Source: an optimization exercise on an open RTL-to-GDS flow (aim: small area). Production flows keep margins and buffers that such runs may drop. At most, simulation tests tie the RTL to the original design; equivalence was not proved. Power is estimated from default activity; no workload was simulated.

==> inputs of try-yarrow <==
==> flow/design.v (excerpt) <==
module tw_master (
    input  wire        clk,
    input  wire        rst,
    input  wire        cmd_valid,
    output wire        cmd_ready,
    input  wire [31:0] cmd,
    output reg         done,
    output wire [7:0]  status,
    output reg  [7:0]  result,
    output wire        faulted,
    output wire [7:0]  fault_reason,
    input  wire        tx_we,
    input  wire [3:0]  tx_addr,
    input  wire [7:0]  tx_data,
    output wire        ev_valid,
    input  wire        ev_ready,
    output wire [2:0]  ev_kind,
    output wire [1:0]  ev_pin,
    output wire [7:0]  ev_arg,
    input  wire        smp_level,
    output reg         tw_init,
    output reg         tw_in_tx,
    output reg  [1:0]  tw_speed,
    input  wire [3:0]  rx_idx,
    output wire [7:0]  rx_data,
    output reg  [3:0]  dev_count,
    input  wire [2:0]  dl_idx,
    output wire [6:0]  dl_addr
);
export LEC_CHECK = 0
export ABC_AREA = 1
export CAP_MARGIN = 20
export CORE_MARGIN = 2
export CORE_UTILIZATION = 60
export SLEW_MARGIN = 20
create_clock -name core_clock -period 10.0 [get_ports {clk}]
standard.sh (not shown) runs the stock make flow with config.mk's settings and CLKGATE_MAP_FILE= SYNTH_SCRIPT=/design/flow/synth_recipe.tcl, a recipe that flattens the netlist after the stock synthesis.
==> flow/flow/run.sh <==
#!/bin/bash
# Own layout flow: the standard ORFS flow, with these changes to how the
# layout is made:
#  - technology mapping in synthesis uses ABC's deepsyn restructuring and
#    area-oriented mapper (amap) instead of ORFS's default ABC script
#    (flip-flop mapping is unchanged);
#  - port buffers use sky130_fd_sc_hd__buf_1;
#  - clock tree: small clusters of clkbuf_4 leaves, no dummy loads.
# Each tool's full output goes to a log file in the work folder.
set -euo pipefail
W=$(pwd)
rm -rf "$W/scripts_local"
cp -r "$FLOW_HOME/scripts" "$W/scripts_local"
cp "$W/flow/abc_area.script" "$W/scripts_local/abc_area.script"
export SCRIPTS_DIR="$W/scripts_local"
export BUFFER_PORTS_ARGS="-buffer_cell sky130_fd_sc_hd__buf_1"
export CTS_ARGS="-sink_clustering_enable -repair_clock_nets -sink_clustering_size 10 -sink_clustering_max_diameter 40 -dont_use_dummy_load -buf_list sky130_fd_sc_hd__clkbuf_4"
bash "$W/standard.sh" synth > "$W/synth.log" 2>&1
bash "$W/standard.sh" > "$W/layout.log" 2>&1
==> flow/flow/abc_area.script <==
strash
&get -n
&deepsyn -T 120
&put
dch -f
amap -F 10 -A 30
strash
dch -f
amap -F 10 -A 30
topo
==> inputs of try-fjord, as changes to try-yarrow <==
--- a/flow/design.v
+++ b/flow/design.v
@@ -22,88 +22,89 @@
     input  wire       smp_level
 );
     localparam [2:0] EV_CFG = 3'd0, EV_LOW = 3'd1, EV_REL = 3'd2, EV_SMP = 3'd3, EV_WAIT = 3'd4;
     localparam [4:0]
         S_IDLE    = 5'd0,
-        L_BYTE    = 5'd1,     
-        S_RELSDA  = 5'd2,     
-        SR_W = 5'd3,  SR_RELSCL = 5'd4,
-        SI_RELSCL = 5'd5,  SI_W = 5'd6,  SI_SMP = 5'd7,
-        P_ST      = 5'd8,     
-        ST_W1 = 5'd9, ST_LOWSDA = 5'd10, ST_W2 = 5'd11, ST_LOWSCL = 5'd12, ST_W3 = 5'd13,
-        SP_LOWSDA = 5'd14, SP_W1 = 5'd15, SP_RELSCL = 5'd16,
-        P_SP      = 5'd17,    
-        SP_W2 = 5'd18, SP_RELSDA = 5'd19, SP_W3 = 5'd20,
-        B_SDA = 5'd21, B_LOW1 = 5'd22, B_W1 = 5'd23, B_REL = 5'd24,
-        P_B       = 5'd25,    
-        B_WL = 5'd26, B_SMP = 5'd27, B_LOW2 = 5'd28, B_W2 = 5'd29,
-        X_SCL = 5'd30,    
-        X_SDA = 5'd31;    
+        SR_RELSDA = 5'd1,  SR_W = 5'd2,  SR_RELSCL = 5'd3,
+        SI_RELSDA = 5'd4,  SI_RELSCL = 5'd5,  SI_W = 5'd6,  SI_SMP = 5'd7,
+        ST_W1 = 5'd8, ST_LOWSDA = 5'd9, ST_W2 = 5'd10, ST_LOWSCL = 5'd11, ST_W3 = 5'd12,
+        SP_LOWSDA = 5'd13, SP_W1 = 5'd14, SP_RELSCL = 5'd15, SP_W2 = 5'd16, SP_RELSDA = 5'd17,
+        SP_W3 = 5'd18,
+        B_SDA = 5'd19, B_LOW1 = 5'd20, B_W1 = 5'd21, B_REL = 5'd22, B_WL = 5'd23, B_SMP = 5'd24,
+        B_LOW2 = 5'd25, B_W2 = 5'd26,
+        X_SCL = 5'd27,    
+        X_SDA = 5'd28,    
+        L_BYTE = 5'd29;   
     reg  [4:0] ps;
+    reg        sw;            
     reg  [3:0] polls;         
     reg  [3:0] bitn;          
     assign idle = (ps == S_IDLE);
     wire fire = ev_valid & ev_ready;
-    wire poll = (ps == P_ST) || (ps == P_SP) || (ps == P_B);
     wire [7:0] s_delay = (speed == 2'd0) ? 8'd40 : (speed == 2'd1) ? 8'd20 :
                          (speed == 2'd2) ? 8'd10 : 8'd5;
     assign ev_arg = (ps == B_WL) ? {s_delay[6:0], 1'b0} : s_delay;
     reg evv;
     always @(*) begin
         evv     = 1'b1;
         ev_kind = EV_WAIT;
         ev_pin  = sda_pin;
         case (ps)
-            S_RELSDA, SP_RELSDA:
+            SR_RELSDA, SI_RELSDA, SP_RELSDA:
                 ev_kind = EV_REL;
             X_SDA:
                 ev_kind = cfg ? EV_CFG : EV_REL;
             SR_RELSCL, SI_RELSCL, SP_RELSCL, B_REL:
                 begin ev_kind = EV_REL; ev_pin = scl_pin; end
             X_SCL:
                 begin ev_kind = cfg ? EV_CFG : EV_REL; ev_pin = scl_pin; end
             SI_SMP, B_SMP:
                 ev_kind = EV_SMP;
-            P_ST, P_SP, P_B:
-                begin ev_kind = EV_SMP; ev_pin = scl_pin; end
             ST_LOWSDA, SP_LOWSDA:
                 ev_kind = EV_LOW;
             ST_LOWSCL, B_LOW1, B_LOW2:
                 begin ev_kind = EV_LOW; ev_pin = scl_pin; end
             B_SDA:
                 ev_kind = sh[8] ? EV_REL : EV_LOW;
             SR_W, SI_W, ST_W1, ST_W2, ST_W3, SP_W1, SP_W2, SP_W3, B_W1, B_WL, B_W2: ;
             default: evv = 1'b0;
         endcase
+        if (sw) begin
+            ev_kind = EV_SMP;
+            ev_pin  = scl_pin;
+        end
     end
-    assign ev_valid = evv;
-    wire bit8   = (bitn == 4'd5);                
+    assign ev_valid = evv | sw;
+    wire bit8   = (bitn == 4'd5);               
     wire smpbit = rd ^ bit8;                     
+    wire [4:0] ps1 = ps + 5'd1;
     always @(posedge clk) begin
-        if (fire) begin
-            ps <= ps + 5'd1;
+        if (sw) begin
+            if (fire) begin
+                if (smp_level) begin
+                    sw <= 1'b0;
+                end else if (polls == 4'd15) begin       
+                    sw  <= 1'b0;
+                    err <= 1'b1;
+                    ps  <= X_SCL;
+                end else begin
+                    polls <= {polls[2:0], polls[3] ^ polls[2]};
+                end
+            end
+        end else if (fire) begin
+            ps <= ps1;
             case (ps)
-                S_RELSDA:  if (!rep) ps <= SI_RELSCL;
-                SR_RELSCL: begin ps <= P_ST; polls <= 4'd1; end
+                SR_RELSCL: begin ps <= ST_W1; sw <= 1'b1; polls <= 4'd1; end
                 SI_SMP: begin
-                    polls <= 4'd1;
-                    if (!smp_level) begin
+                    if (smp_level) begin
+                        sw <= 1'b1; polls <= 4'd1;
+                    end else begin
                         ps <= X_SCL; err <= 1'b1; arb <= 1'b1;
                     end
                 end
-                SP_RELSCL, B_REL: polls <= 4'd1;
-                P_ST, P_SP, P_B: begin
-                    if (!smp_level) begin
-                        ps    <= ps;
-                        polls <= {polls[2:0], polls[3] ^ polls[2]};
-                        if (polls == 4'd15) begin        
-                            ps  <= X_SCL;
-                            err <= 1'b1;
-                        end
-                    end
-                end
                 ST_W3:     ps <= X_SDA;
+                SP_RELSCL, B_REL: begin sw <= 1'b1; polls <= 4'd1; end
                 B_WL: begin
                     if (!smpbit) begin
                         ps <= B_LOW2;
                         if (!bit8)
                             sh <= {sh[7:0], 1'b0};
@@ -115,12 +116,12 @@
                     if (bit8)
                         ps <= rd ? X_SDA : S_IDLE;
                     else
                         ps <= B_SDA;
                 end
-                SP_W3:     ps <= S_IDLE;
-                default: ;       
+                SP_W3, X_SDA: ps <= S_IDLE;
+                default: ;
             endcase
         end
         if (ps == L_BYTE && ldok) begin
             ps   <= B_SDA;
             bitn <= 4'd1;
@@ -128,18 +129,20 @@
         end
         if (go != 3'd0) begin
             err <= 1'b0;
             arb <= 1'b0;
             case (go)
-                3'd1:    ps <= S_RELSDA;
+                3'd1:    ps <= rep ? SR_RELSDA : SI_RELSDA;
                 3'd2:    ps <= SP_LOWSDA;
                 3'd3:    ps <= L_BYTE;
                 default: ps <= X_SCL;
             endcase
         end
-        if (rst)
+        if (rst) begin
             ps <= S_IDLE;
+            sw <= 1'b0;
+        end
     end
 endmodule
 module tw_ring #(
     parameter W     = 8,
     parameter NLANE = 16,
@@ -261,11 +264,11 @@
     reg  [8:0] ld;
     wire       p_idle, p_err, p_arb;
     wire [8:0] sh;
     tw_prim u_prim (
         .clk(clk), .rst(rst), .go(go),
-        .rep(tw_in_tx),
+        .rep(tw_in_tx & (ph != P_SRW_P) & (ph != P_SCAN_P)),
         .cfg(ph == P_CFG), .rd((ph == P_RB) || (ph == P_RBS)), .ld(ld),
         .ldok((ph != P_WBS) || txslot),
         .scl_pin(scl_pin), .sda_pin(sda_pin), .speed(tw_speed),
         .idle(p_idle), .err(p_err), .arb(p_arb), .sh(sh),
         .ev_valid(ev_valid), .ev_ready(ev_ready), .ev_kind(ev_kind), .ev_pin(ev_pin),
--- a/flow/flow/run.sh
+++ b/flow/flow/run.sh
@@ -1,11 +1,10 @@
 #!/bin/bash
-# Own layout flow: the standard ORFS flow, with these changes to how the
+# Own layout flow: the standard ORFS flow, with two changes to how the
 # layout is made:
-#  - technology mapping in synthesis uses ABC's deepsyn restructuring and
-#    area-oriented mapper (amap) instead of ORFS's default ABC script
-#    (flip-flop mapping is unchanged);
+#  - technology mapping in synthesis uses ABC's area-oriented mapper (amap)
+#    instead of ORFS's default ABC script (flip-flop mapping is unchanged);
 #  - port buffers use sky130_fd_sc_hd__buf_1;
 #  - clock tree: small clusters of clkbuf_4 leaves, no dummy loads.
 # Each tool's full output goes to a log file in the work folder.
 set -euo pipefail
 W=$(pwd)
==> flow/flow/abc_area.script (replaced) <==
strash
dc2
dch -f
amap -F 10 -A 30
topo
Settings changed: CORE_UTILIZATION 60 to 40.
==> inputs of try-garnet, as changes to try-yarrow <==
--- a/flow/design.v
+++ b/flow/design.v
@@ -22,124 +22,127 @@
     input  wire       smp_level
 );
     localparam [2:0] EV_CFG = 3'd0, EV_LOW = 3'd1, EV_REL = 3'd2, EV_SMP = 3'd3, EV_WAIT = 3'd4;
     localparam [4:0]
         S_IDLE    = 5'd0,
-        L_BYTE    = 5'd1,     
-        S_RELSDA  = 5'd2,     
-        SR_W = 5'd3,  SR_RELSCL = 5'd4,
-        SI_RELSCL = 5'd5,  SI_W = 5'd6,  SI_SMP = 5'd7,
-        P_ST      = 5'd8,     
-        ST_W1 = 5'd9, ST_LOWSDA = 5'd10, ST_W2 = 5'd11, ST_LOWSCL = 5'd12, ST_W3 = 5'd13,
-        SP_LOWSDA = 5'd14, SP_W1 = 5'd15, SP_RELSCL = 5'd16,
-        P_SP      = 5'd17,    
-        SP_W2 = 5'd18, SP_RELSDA = 5'd19, SP_W3 = 5'd20,
-        B_SDA = 5'd21, B_LOW1 = 5'd22, B_W1 = 5'd23, B_REL = 5'd24,
-        P_B       = 5'd25,    
-        B_WL = 5'd26, B_SMP = 5'd27, B_LOW2 = 5'd28, B_W2 = 5'd29,
-        X_SCL = 5'd30,    
-        X_SDA = 5'd31;    
+        SR_RELSDA = 5'd1,  SR_W = 5'd2,  SR_RELSCL = 5'd3,
+        SI_RELSDA = 5'd4,  SI_RELSCL = 5'd5,  SI_W = 5'd6,  SI_SMP = 5'd7,
+        ST_W1 = 5'd8, ST_LOWSDA = 5'd9, ST_W2 = 5'd10, ST_LOWSCL = 5'd11, ST_W3 = 5'd12,
+        SP_LOWSDA = 5'd13, SP_W1 = 5'd14, SP_RELSCL = 5'd15, SP_W2 = 5'd16, SP_RELSDA = 5'd17,
+        SP_W3 = 5'd18,
+        B_SDA = 5'd19, B_LOW1 = 5'd20, B_W1 = 5'd21, B_REL = 5'd22, B_WL = 5'd23, B_SMP = 5'd24,
+        B_LOW2 = 5'd25, B_W2 = 5'd26,
+        X_SCL = 5'd27,    
+        X_SDA = 5'd28,    
+        L_BYTE = 5'd29;   
     reg  [4:0] ps;
-    reg  [3:0] polls;         
-    reg  [3:0] bitn;          
+    reg        sw;            
+    reg  [3:0] polls;
+    reg  [3:0] bitn;
     assign idle = (ps == S_IDLE);
     wire fire = ev_valid & ev_ready;
-    wire poll = (ps == P_ST) || (ps == P_SP) || (ps == P_B);
     wire [7:0] s_delay = (speed == 2'd0) ? 8'd40 : (speed == 2'd1) ? 8'd20 :
                          (speed == 2'd2) ? 8'd10 : 8'd5;
     assign ev_arg = (ps == B_WL) ? {s_delay[6:0], 1'b0} : s_delay;
     reg evv;
     always @(*) begin
         evv     = 1'b1;
         ev_kind = EV_WAIT;
         ev_pin  = sda_pin;
         case (ps)
-            S_RELSDA, SP_RELSDA:
+            SR_RELSDA, SI_RELSDA, SP_RELSDA:
                 ev_kind = EV_REL;
             X_SDA:
                 ev_kind = cfg ? EV_CFG : EV_REL;
             SR_RELSCL, SI_RELSCL, SP_RELSCL, B_REL:
                 begin ev_kind = EV_REL; ev_pin = scl_pin; end
             X_SCL:
                 begin ev_kind = cfg ? EV_CFG : EV_REL; ev_pin = scl_pin; end
             SI_SMP, B_SMP:
                 ev_kind = EV_SMP;
-            P_ST, P_SP, P_B:
-                begin ev_kind = EV_SMP; ev_pin = scl_pin; end
             ST_LOWSDA, SP_LOWSDA:
                 ev_kind = EV_LOW;
             ST_LOWSCL, B_LOW1, B_LOW2:
                 begin ev_kind = EV_LOW; ev_pin = scl_pin; end
             B_SDA:
                 ev_kind = sh[8] ? EV_REL : EV_LOW;
             SR_W, SI_W, ST_W1, ST_W2, ST_W3, SP_W1, SP_W2, SP_W3, B_W1, B_WL, B_W2: ;
             default: evv = 1'b0;
         endcase
+        if (sw) begin
+            ev_kind = EV_SMP;
+            ev_pin  = scl_pin;
+        end
     end
-    assign ev_valid = evv;
-    wire bit8   = (bitn == 4'd5);                
+    assign ev_valid = evv | sw;
+    wire bit8   = (bitn == 4'd8);
     wire smpbit = rd ^ bit8;                     
+    wire [4:0] ps1 = ps + 5'd1;
     always @(posedge clk) begin
-        if (fire) begin
-            ps <= ps + 5'd1;
+        if (sw) begin
+            if (fire) begin
+                if (smp_level) begin
+                    sw <= 1'b0;
+                end else if (polls == 4'd11) begin
+                    sw  <= 1'b0;
+                    err <= 1'b1;
+                    ps  <= X_SCL;
+                end else begin
+                    polls <= polls + 4'd1;
+                end
+            end
+        end else if (fire) begin
+            ps <= ps1;
             case (ps)
-                S_RELSDA:  if (!rep) ps <= SI_RELSCL;
-                SR_RELSCL: begin ps <= P_ST; polls <= 4'd1; end
+                SR_RELSCL: begin ps <= ST_W1; sw <= 1'b1; polls <= 4'd0; end
                 SI_SMP: begin
-                    polls <= 4'd1;
-                    if (!smp_level) begin
+                    if (smp_level) begin
+                        sw <= 1'b1; polls <= 4'd0;
+                    end else begin
                         ps <= X_SCL; err <= 1'b1; arb <= 1'b1;
                     end
                 end
-                SP_RELSCL, B_REL: polls <= 4'd1;
-                P_ST, P_SP, P_B: begin
-                    if (!smp_level) begin
-                        ps    <= ps;
-                        polls <= {polls[2:0], polls[3] ^ polls[2]};
-                        if (polls == 4'd15) begin        
-                            ps  <= X_SCL;
-                            err <= 1'b1;
-                        end
-                    end
-                end
                 ST_W3:     ps <= X_SDA;
+                SP_RELSCL, B_REL: begin sw <= 1'b1; polls <= 4'd0; end
                 B_WL: begin
                     if (!smpbit) begin
                         ps <= B_LOW2;
                         if (!bit8)
                             sh <= {sh[7:0], 1'b0};
                     end
                 end
                 B_SMP:     sh <= {sh[7:0], smp_level};
                 B_W2: begin
-                    bitn <= {bitn[2:0], bitn[3] ^ bitn[2]};
+                    bitn <= bitn + 4'd1;
                     if (bit8)
                         ps <= rd ? X_SDA : S_IDLE;
                     else
                         ps <= B_SDA;
                 end
-                SP_W3:     ps <= S_IDLE;
-                default: ;       
+                SP_W3, X_SDA: ps <= S_IDLE;
+                default: ;
             endcase
         end
         if (ps == L_BYTE && ldok) begin
             ps   <= B_SDA;
-            bitn <= 4'd1;
+            bitn <= 4'd0;
             sh   <= ld;
         end
         if (go != 3'd0) begin
             err <= 1'b0;
             arb <= 1'b0;
             case (go)
-                3'd1:    ps <= S_RELSDA;
+                3'd1:    ps <= rep ? SR_RELSDA : SI_RELSDA;
                 3'd2:    ps <= SP_LOWSDA;
                 3'd3:    ps <= L_BYTE;
                 default: ps <= X_SCL;
             endcase
         end
-        if (rst)
+        if (rst) begin
             ps <= S_IDLE;
+            sw <= 1'b0;
+        end
     end
 endmodule
 module tw_ring #(
     parameter W     = 8,
     parameter NLANE = 16,
@@ -261,11 +264,11 @@
     reg  [8:0] ld;
     wire       p_idle, p_err, p_arb;
     wire [8:0] sh;
     tw_prim u_prim (
         .clk(clk), .rst(rst), .go(go),
-        .rep(tw_in_tx),
+        .rep(tw_in_tx & (ph != P_SRW_P) & (ph != P_SCAN_P)),
         .cfg(ph == P_CFG), .rd((ph == P_RB) || (ph == P_RBS)), .ld(ld),
         .ldok((ph != P_WBS) || txslot),
         .scl_pin(scl_pin), .sda_pin(sda_pin), .speed(tw_speed),
         .idle(p_idle), .err(p_err), .arb(p_arb), .sh(sh),
         .ev_valid(ev_valid), .ev_ready(ev_ready), .ev_kind(ev_kind), .ev_pin(ev_pin),
==> flow/flow/run.sh (replaced) <==
#!/bin/bash
# Own layout flow: the standard ORFS flow, with two changes to how the
# layout is made:
#  - technology mapping in synthesis uses ABC's area-oriented mapper (amap)
#    instead of ORFS's default ABC script (flip-flop mapping is unchanged);
#  - port buffers use sky130_fd_sc_hd__buf_1.
# Each tool's full output goes to a log file in the work folder.
set -euo pipefail
W=$(pwd)
rm -rf "$W/scripts_local"
cp -r "$FLOW_HOME/scripts" "$W/scripts_local"
cp "$W/flow/abc_area.script" "$W/scripts_local/abc_area.script"
export SCRIPTS_DIR="$W/scripts_local"
export BUFFER_PORTS_ARGS="-buffer_cell sky130_fd_sc_hd__buf_1"
export CTS_ARGS="-sink_clustering_enable -repair_clock_nets -sink_clustering_size 30 -sink_clustering_max_diameter 60 -dont_use_dummy_load -buf_list {sky130_fd_sc_hd__clkbuf_8 sky130_fd_sc_hd__clkbuf_16}"
bash "$W/standard.sh" synth > "$W/synth.log" 2>&1
bash "$W/standard.sh" > "$W/layout.log" 2>&1
==> flow/flow/abc_area.script (replaced) <==
strash
dc2
dch -f
amap -F 10 -A 30
topo
Settings changed: CORE_UTILIZATION 60 to 40.
==> run notes <==
Against try-garnet, the die area of try-yarrow is smaller by about 36%. Clock-buffer cell count, highest first: try-fjord, try-yarrow, try-garnet. Between try-fjord and try-garnet, the lower register-to-register slack is in try-garnet (gap 510 ps). Synthesized cell count: try-yarrow is lower than try-fjord (about 11%). Global-route usage: try-yarrow > try-garnet > try-fjord. The highest area after synthesis belongs to try-garnet, the lowest to try-yarrow.
==> figures <==
|  | try-yarrow | try-garnet | try-fjord |
|---|---|---|---|
| Status | timing/DRC/antenna clean | timing/DRC/antenna clean | timing/DRC/antenna clean |
| Final wirelength | 39030 um | 46150 um | 45190 um |
| Multi-input combinational cell count | 835 | 980 | 984 |
| Non-clock buffer area fraction after layout | 0.03025 | 0.02789 | 0.03120 |
| Final Util | 0.6627 | 0.4510 | 0.4429 |
| Internal reg-to-reg setup slack | 4940 ps | 3700 ps | 4210 ps |
| Synthesized instance count | 1428 | 1593 | 1599 |
| Initial antenna violation count | 1 | 0 | 1 |
| Cell type of the slowest stage on the worst timing path | sky130_fd_sc_hd__o21ai_0 | sky130_fd_sc_hd__nor3_1 | sky130_fd_sc_hd__nor3_1 |
| Share of the synthesized area in compound gates (AO/OA/AOI/OAI) | 0.2173 | 0.2232 | 0.2162 |
| Area share of the largest cell type after synthesis | 0.5239 | 0.4984 | 0.4990 |
| Power in sequential cells | 1.75 mW | 1.72 mW | 1.72 mW |
| HPWL reported at the end of detailed placement | 28260 um | 33760 um | 33180 um |
| Gate power share | 0.206 | 0.133 | 0.132 |
Only the layout flow was run in try-garnet; the RTL was not checked for function there.

## separate check: timing with driven ports
How much do the figures lean on ideal ports? The routed layouts below were timed once more, with nothing changed but the port constraints. Step 1 (the two cells are an assumption about what drives the block):
set clk [get_ports {clk}]
set_driving_cell -lib_cell sky130_fd_sc_hd__clkbuf_16 $clk
set_driving_cell -lib_cell sky130_fd_sc_hd__buf_2 [delete_from_list [all_inputs] $clk]
Step 2, shift: input delay + t, output delay - t, t = (earliest + latest rising clock arrival at the registers) / 2. This alone moves slack from input paths to output paths. a / b / c = ideal / step 1 / step 2; a / b = the first two.
run | shift t [ns] | setup slack, ns | worst hold slack (ns) | clock arrival spread, ns | slew at the worst register clock pin (ns)
try-yarrow | 0.690 | 2.700 / 2.677 / 2.677 | 0.311 / 0.311 / 0.311 | 0.132 / 0.131 | 0.11 / 0.11
try-fjord | 0.744 | 2.956 / 2.929 / 2.929 | 0.294 / 0.294 / 0.294 | 0.138 / 0.138 | 0.12 / 0.12
try-garnet | 0.625 | 2.939 / 2.914 / 2.914 | 0.297 / 0.297 / 0.297 | 0.071 / 0.071 | 0.11 / 0.11
After both steps setup and hold are still met in every run listed. The setup slack of try-fjord, which loses most, moves by -0.027 ns with the drivers and by -0.027 ns with both steps.
